Source: an optimization exercise on an open RTL-to-GDS flow (aim: small area, a short achievable clock period and few clock cycles per item). Production flows keep margins and buffers that such runs may drop.
Function was checked by simulation only, so behaviour that the tests miss may differ from the original.
Power figures rest on the tool's default switching activity, not on a simulated workload.

==> flow/design.v (excerpt) <==
module wpk_codec (
    input  wire        clk,
    input  wire        rst,
    input  wire        s_valid,
    output wire        s_ready,
    input  wire [63:0] s_data,
    output wire        m_valid,
    input  wire        m_ready,
    output wire [63:0] m_data,
    output wire        m_last
);
Size in the first run: about 9400 cells after synthesis, ~5100 flip-flops, roughly 140 I/O pins, ~140000 sq um of cells after synthesis.
==> flow/config.mk <==
export PLATFORM = sky130hd
export DESIGN_NAME = wpk_codec
export DESIGN_NICKNAME = wpk_codec
export VERILOG_FILES = /design/flow/design.v
export SDC_FILE = /design/flow/constraint.sdc
export NUM_CORES = 4
export LEC_CHECK = 0
export ABC_CLOCK_PERIOD_IN_PS = 3000
export CAP_MARGIN = 40
export CORE_MARGIN = 2
export CORE_UTILIZATION = 50
export CTS_CLUSTER_DIAMETER = 120
export CTS_CLUSTER_SIZE = 20
export SETUP_SLACK_MARGIN = 5
export SLEW_MARGIN = 20
export SYNTH_MEMORY_MAX_BITS = 8192
==> flow/constraint.sdc <==
create_clock -name core_clock -period 10.0 [get_ports {clk}]
set_input_delay 2.0000 -clock core_clock [delete_from_list [all_inputs] [get_ports {clk}]]
set_output_delay 2.0000 -clock core_clock [all_outputs]
set_load 0.01 [all_outputs]
standard.sh (not shown) runs the stock make flow with config.mk's settings and CLKGATE_MAP_FILE= SYNTH_SCRIPT=/design/flow/synth_recipe.tcl, a recipe that flattens the netlist after the stock synthesis.
==> flow/flow/run.sh <==
#!/bin/bash
set -euo pipefail
bash standard.sh SETUP_SLACK_MARGIN=6.5 finish > standard.log 2>&1
Testbench counts at the start, summed over its fixed seeds: cycles 25,900, jobs 384.
Rerun with:
--- a/flow/design.v
+++ b/flow/design.v
@@ -98,36 +98,36 @@
     reg         x1_v, x1_desc, x1_first, x1_last, x1_es;
     reg         x1_dec, x1_sx, x1_bad;   
     reg  [1:0]  x1_ew;
     reg  [7:0]  x1_hw;
     reg  [63:0] zw;
     reg         zw_v, zw_es, zw_ee;
     reg  [63:0] prev;        
-    reg  [6:0]  zl;          
-    reg         zl_v, zl_first;
+    reg         zw_isenc, zw_first;   
     reg  [6:0]  nmax;        
     reg         n_val;       
     wire        wr_real;
     wire        n_take;
     wire        hdr_take, off_take, enc_take;
     reg  [63:0] ra;          
     reg         ra_v, ra_desc, ra_first, ra_last, ra_es;
     reg         ra_dec, ra_sx, ra_bad;
     reg  [1:0]  ra_ew;
     reg  [7:0]  ra_hw;
-    wire [63:0] r2      = (prev - x1) & emask(x1_ew);
+    wire [63:0] r2      = prev - x1;     
     wire        sb_fire = ra_v && (!zw_v || wr_real) && !(ra_first && n_val);
     wire        ra_free = !ra_v || sb_fire;
     wire        sa_fire = x1_v && ra_free;
     wire        x1_free = !x1_v || sa_fire;
+    wire [6:0]  zwlen = bitlen(zw);
+    wire        zwc   = zw_v && zw_isenc;
     wire [63:0] maskb = emask(ra_ew);
     wire        sgnb  = signbit(ra, ra_ew);
     wire [63:0] zzb   = ((ra << 1) & maskb) ^ (sgnb ? maskb : 64'd0);
-    wire [63:0] exb   = (ra_sx & sgnb) ? (ra | ~maskb) : ra;
-    wire [6:0]  zlen  = bitlen(zzb);
+    wire [63:0] exb   = (ra_sx & sgnb) ? (ra | ~maskb) : (ra & maskb);
     always @(posedge clk) begin
         if (sa_fire) begin
             ra       <= r2;
             prev     <= (x1_dec && !x1_desc) ? r2 : x1;
             ra_desc  <= x1_desc;
             ra_first <= x1_first;
             ra_last  <= x1_last;
@@ -141,37 +141,35 @@
         if (sb_fire) begin
             if (ra_desc) begin
                 zw <= {47'd0, ra_bad, ra_hw, 3'd0, ra_bad, 3'd0, ra_dec};
             end else if (ra_dec) begin
                 zw <= exb;
             end else begin
                 zw    <= zzb;
-                zl    <= zlen;
             end
-            zw_es <= ra_es;
-            zw_ee <= ra_last;
+            zw_es    <= ra_es;
+            zw_ee    <= ra_last;
+            zw_isenc <= !ra_desc && !ra_dec;
+            zw_first <= ra_first;
         end
-        if (zl_v)
-            nmax <= (zl_first || zl > nmax) ? zl : nmax;
+        if (zwc)
+            nmax <= (zw_first || zwlen > nmax) ? zwlen : nmax;
         if (rst) begin
-            zl_v  <= 1'b0;
             ra_v  <= 1'b0;
             zw_v  <= 1'b0;
             n_val <= 1'b0;
         end else begin
             if (sa_fire)
                 ra_v <= 1'b1;
             else if (sb_fire)
                 ra_v <= 1'b0;
             if (sb_fire)
                 zw_v <= 1'b1;
             else if (wr_real)
                 zw_v <= 1'b0;
-            zl_v     <= sb_fire && !ra_desc && !ra_dec;
-            zl_first <= ra_first;
             if (sb_fire && ra_last)
                 n_val <= 1'b1;
             else if (n_take)
                 n_val <= 1'b0;
         end
     end
     reg  [63:0] ua, ub;      
@@ -346,15 +344,15 @@
     wire [63:0] prot  = rotl(zr, s[5:0]);
     wire [63:0] plm   = s_hi ? {64{1'b1}} : lowmask({1'b0, s[5:0]});
     wire [63:0] phi   = prot & plm;
     wire [63:0] plo   = prot & ~plm;
     reg         emit;        
     wire [7:0]  s_upd = s - {1'b0, o_n} + (emit ? 8'd64 : 8'd0);
     wire [63:0] pword = acc | phi;
-    wire [6:0]  nb = (zl > nmax) ? zl : nmax;
+    wire [6:0]  nb = (zwc && zwlen > nmax) ? zwlen : nmax;
     reg         zr_consume, push, pl;
     reg  [63:0] pd;
     always @(*) begin
         push = 1'b0;
         pd = pword;
         pl = (ocnt == 6'd63);
         if (zr_v) begin
@@ -429,19 +427,17 @@
                 endcase
             end
         end
     end
     reg  [63:0] od;
     reg         ov, ol;
     wire        push_eff = push && push_ok;
+    wire [64:0] o_chg = push_eff ? ({pl, pd} ^ {ol, od}) : 65'd0;
     always @(posedge clk) begin
-        if (push_eff) begin
-            od <= pd;
-            ol <= pl;
-        end
+        {ol, od} <= {ol, od} ^ o_chg;
         if (rst)
             ov <= 1'b0;
         else if (push_eff)
             ov <= 1'b1;
         else if (m_ready)
             ov <= 1'b0;
     end
Via count came out lower slightly. Sequential power came out lower slightly. Total power came out lower slightly. Area after synthesis hardly moves. Die area barely changes.
Testbench counts after the change, summed over its fixed seeds: cycles 25,900, jobs 384.

port drivers added, routing unchanged:
How much do the figures lean on ideal ports? The routed layouts below were timed once more, with nothing changed but the port constraints. Step 1: set_driving_cell puts a clkbuf_16 on clk and a buf_2 on each other input, an assumption about the parent block. Step 2 also shifts input and output timing later by t, the mid clock arrival at the registers, as if the neighbouring blocks saw the same clock. Three values: ideal, step 1, step 2; two values: the first two.
run | shift t [ns] | slack for setup (ns) | worst data-port slew with drivers (ns)
the first run | 0.976 | 6.391 / 6.290 / 5.577 | 0.06
the second run | 0.990 | 5.964 / 5.964 / 5.414 | 0.08
After both steps setup and hold are still met in every run listed. The setup slack of the first run, which loses most, moves by -0.101 ns with the drivers and by -0.814 ns with both steps.
